Context: an optimization exercise on an open-source flow, tuned for small area, a short achievable clock period and few clock cycles per item. The choices shown serve that exercise and are no tape-out recipe.
Only simulation tests tie the RTL to the original design; equivalence was not proved.
Power and IR drop assume default switching activity.

## run 1
==> flow/design.v (excerpt) <==
module sdf_deframer (
    input  wire       clk,
    input  wire       rst,
    input  wire       in_valid,
    input  wire [7:0] in_data,
    output wire       in_ready,
    output wire       out_valid,
    output wire [1:0] out_kind,
    output wire [7:0] out_data,
    output wire       out_last,
    input  wire       out_ready
);
    localparam integer CAP = 260;
    localparam integer QD  = 12;        
    localparam [1:0] KIND_FRAME   = 2'd0;
    localparam [1:0] KIND_LEN_ERR = 2'd1;
    localparam [1:0] KIND_CK_ERR  = 2'd2;
    localparam [2:0] S_SEEK0 = 3'd0;    
    localparam [2:0] S_SEEK1 = 3'd1;    
    localparam [2:0] S_TYPE  = 3'd2;
    localparam [2:0] S_LEN   = 3'd3;
    localparam [2:0] S_BODY  = 3'd4;    
    localparam [2:0] S_CKH   = 3'd5;
    localparam [2:0] S_CKL   = 3'd6;
    function [9:0] pinc;
        input [9:0] p;
        begin
            if (p[8:0] == CAP - 1)
                pinc = {~p[9], 9'd0};
            else
                pinc = {p[9], p[8:0] + 9'd1};
        end
    endfunction
    function [9:0] pdec;
        input [9:0] p;
        begin
            if (p[8:0] == 9'd0)
                pdec = {~p[9], 9'd259};
            else
                pdec = {p[9], p[8:0] - 9'd1};
        end
    endfunction
    function [8:0] pdist;
        input [9:0] a;
        input [9:0] b;
        begin
            if (a[9] == b[9])
                pdist = a[8:0] - b[8:0];
            else
                pdist = a[8:0] + 9'd260 - b[8:0];
        end
  ...
clock: 10.0 ns
lec_check: 0
cap_margin: 20
core_margin: 2
core_utilization: 50
place_density: 0.65
setup_slack_margin: 5
slew_margin: 20
tns_end_percent: 100
standard.sh (not shown) runs the stock make flow with config.mk's settings and CLKGATE_MAP_FILE= SYNTH_SCRIPT=/design/flow/synth_recipe.tcl, a recipe that flattens the netlist after the stock synthesis.
==> flow/flow/run.sh <==
#!/bin/bash
set -euo pipefail
MARGIN=$(cat flow/margin.txt)
bash standard.sh SETUP_SLACK_MARGIN="$MARGIN" finish > flow_make.log 2>&1
==> flow/flow/margin.txt <==
6.45
The flow did not stop early for run 1: all stages ran, and the layout cleared the timing, DRC and antenna checks.
Testbench counts of run 1, summed over its fixed seeds: cycles 33,943, bytes 32,412.
For run 2, these inputs were changed with respect to run 1:
Settings: CORE_UTILIZATION: 50 -> 65; PLACE_DENSITY: 0.65 -> 0.75.
==> flow/flow/run.sh <==
#!/bin/bash
set -euo pipefail
MARGIN=$(cat flow/margin.txt)
CTS="-sink_clustering_enable -repair_clock_nets -dont_use_dummy_load $(cat flow/cts_args.txt)"
bash standard.sh SETUP_SLACK_MARGIN="$MARGIN" CTS_ARGS="$CTS" finish > flow_make.log 2>&1
==> flow/flow/cts_args.txt (new file) <==
-sink_clustering_size 30 -sink_clustering_max_diameter 60
==> flow/flow/margin.txt <==
6.7
[summary]
On critical path depth, run 1 and run 2 are neck and neck. [run 2 vs run 1] routed wire length: higher in run 2. In the flow results for run 1 and run 2, the worst hold slack is larger on run 1. Of run 1 and run 2, the run reporting the higher non-clock buffer count was run 2. Part of the total power dissipated in combinational logic: run 2 > run 1. Die area shrinks by more than 10% when moving from run 1 to run 2. The lower footprint of the multi-input gates came out of run 1. Detailed router's first-iteration violation count is lower on run 1.
Here is what was changed in the inputs of run 3 compared with run 2.
Settings: a change of CORE_UTILIZATION from 65 to 72; a change of PLACE_DENSITY from 0.75 to 0.82.
==> flow/flow/run.sh <==
#!/bin/bash
set -euo pipefail
MARGIN=$(cat flow/margin.txt)
bash standard.sh SETUP_SLACK_MARGIN="$MARGIN" finish > flow_make.log 2>&1
==> flow/flow/margin.txt <==
6.8
removed: flow/flow/cts_args.txt
==> notes.md <==
In the flow results for run 3 and run 2, the multi-input gate area in the final layout is larger on run 3. Out of run 3 and run 2, the only run to close with the timing, DRC and antenna checks passing was run 2. Every stage of run 3 finished as expected; the final checks, on the other hand, flagged capacitance limit, slew limit, which means the layout fails. Compared to run 2, run 3 has register share of total power 8.2 points lower. Run 3 ended up with a21oi_1 as its critical path's slowest cell; run 2 ended up with edfxtp_1. On met2 demand-to-capacity share in global routing: run 3 sits above run 2. On final design instance area without fill, the higher figure sits with run 3, not run 2. Run 2 → run 3: worst setup slack fell by 800 ps; fraction of power consumed by combinational cells now smaller; highest cell delay on the worst timing path +390 ps. Run 3 against run 2: via count of the routed design climbed about 16%, final total power climbed 19%, overall overflow remaining after global route barely changed, total leakage power climbed about 6%.
diff inputs: run 3 => run 4
Settings: PLACE_DENSITY now 0.75, was 0.82; CORE_UTILIZATION now 65, was 72.
==> flow/flow/run.sh <==
#!/bin/bash
set -euo pipefail
MARGIN=$(cat flow/margin.txt)
CTS="-sink_clustering_enable -repair_clock_nets -dont_use_dummy_load $(cat flow/cts_args.txt)"
bash standard.sh SETUP_SLACK_MARGIN="$MARGIN" CTS_ARGS="$CTS" finish > flow_make.log 2>&1
==> flow/flow/cts_args.txt (new file) <==
-sink_clustering_size 30 -sink_clustering_max_diameter 60
==> flow/flow/margin.txt <==
6.5
Findings:
Comparing run 4 and run 3, the higher post-detailed-routing wire length is on run 3. Run 4 vs run 3: clock buffer instance count of the final layout down in run 4. Diff run 3 -> run 4 | wire length on met2 | down by more than 10%. Comparing run 4 with run 3, the number of H-tree levels came out essentially unchanged. | relative contribution of combinational cells to total power | run 4 vs run 3 | 1.8 points lower |. Going from run 3 to run 4, placer congestion estimate decreased 0.026, number of setup buffers added after CTS went down by 67%, share of final-layout standard cells stronger than drive strength 1 now smaller. Sort run 4 and run 3 by post-DP HPWL asc -> top: run 4. Via count of the first global-routing pass of run 4 falls short of that of run 3 by more than 10%. Of run 4 and run 3, it is run 4 that has the lower final worst-path cycle share. Run 4 has completed all stages; timing, DRC and antenna checks passed.
### run 4 -> run 5
Settings: PLACE_DENSITY: 0.75 -> 0.65; CORE_UTILIZATION: 65 -> 50.
==> flow/flow/run.sh <==
#!/bin/bash
set -euo pipefail
MARGIN=$(cat flow/margin.txt)
bash standard.sh SETUP_SLACK_MARGIN="$MARGIN" finish > flow_make.log 2>&1
==> flow/flow/margin.txt <==
6.8
removed: flow/flow/cts_args.txt
==> comparison <==
- For run 4 and run 5, there was not a single run that failed to finish clean.
- Post-layout minimum cycle time: run 5 worse than run 4
- [compare] base=run 4 new=run 5: met1 usage has decreased, final cell count has increased, met3 track demand over resource in global routing has decreased.
- | clock latency of the later-clocked register in the worst-skew pair | run 5 vs run 4 | 80 ps higher |
- Diff run 4 -> run 5: worst reg2reg path depth grew by 7; setup slack went down 12 ps; wire length of the first global-routing pass grew by about 8%; power attributed to combinational cells moved up.
Modified inputs, run 6 compared to run 5
Settings: a change of CORE_UTILIZATION from 50 to 65; a change of PLACE_DENSITY from 0.65 to 0.75.
==> flow/flow/run.sh <==
#!/bin/bash
set -euo pipefail
MARGIN=$(cat flow/margin.txt)
CTS="-sink_clustering_enable -repair_clock_nets -dont_use_dummy_load $(cat flow/cts_args.txt)"
bash standard.sh SETUP_SLACK_MARGIN="$MARGIN" CTS_ARGS="$CTS" finish > flow_make.log 2>&1
==> flow/flow/cts_args.txt (new file) <==
-sink_clustering_size 30 -sink_clustering_max_diameter 60
==> comparison <==
- Count of plain and timing-repair buffers in run 6 vs run 5: down 13
- Power: run 6 draws less than run 5
- Run 6: total wirelength of the detailed-routed design is about 3% lower than what run 5 reported.

-- port drivers added, routing unchanged --
The flow's constraints put no driver on any port. The routed layouts listed below were extracted and timed again, unchanged, in two steps.
Step 1 (the two cells are an assumption about what drives the block):
set clk [get_ports {clk}]
set_driving_cell -lib_cell sky130_fd_sc_hd__clkbuf_16 $clk
set_driving_cell -lib_cell sky130_fd_sc_hd__buf_2 [delete_from_list [all_inputs] $clk]
Step 2 adds t to the input delays and takes it off the output delays; t is the mean of the earliest and latest rising clock arrival at the registers after step 1. Input paths then give back, and output paths get back, about the clock's delay inside the block.
a / b / c = no drivers / after step 1 / after step 2; a / b = the first two.
run | t (ns) | setup WS [ns] | clock arrival spread, ns | pins driven straight from the clock port
run 1 | 0.942 | 6.404 / 6.316 / 6.435 | 0.056 / 0.056 | 1
run 2 | 0.899 | 6.395 / 6.303 / 6.260 | 0.083 / 0.083 | 1
run 3 | 0.985 | 5.596 / 5.596 / 5.596 | 0.069 / 0.070 | 1
run 4 | 0.865 | 6.389 / 6.328 / 6.384 | 0.080 / 0.080 | 1
run 5 | 0.963 | 6.377 / 6.285 / 6.401 | 0.065 / 0.065 | 1
run 6 | 0.855 | 6.514 / 6.427 / 6.069 | 0.096 / 0.096 | 1
For run 6, which loses most, drivers alone change the setup slack by -0.087 ns; drivers and shift together by -0.445 ns.
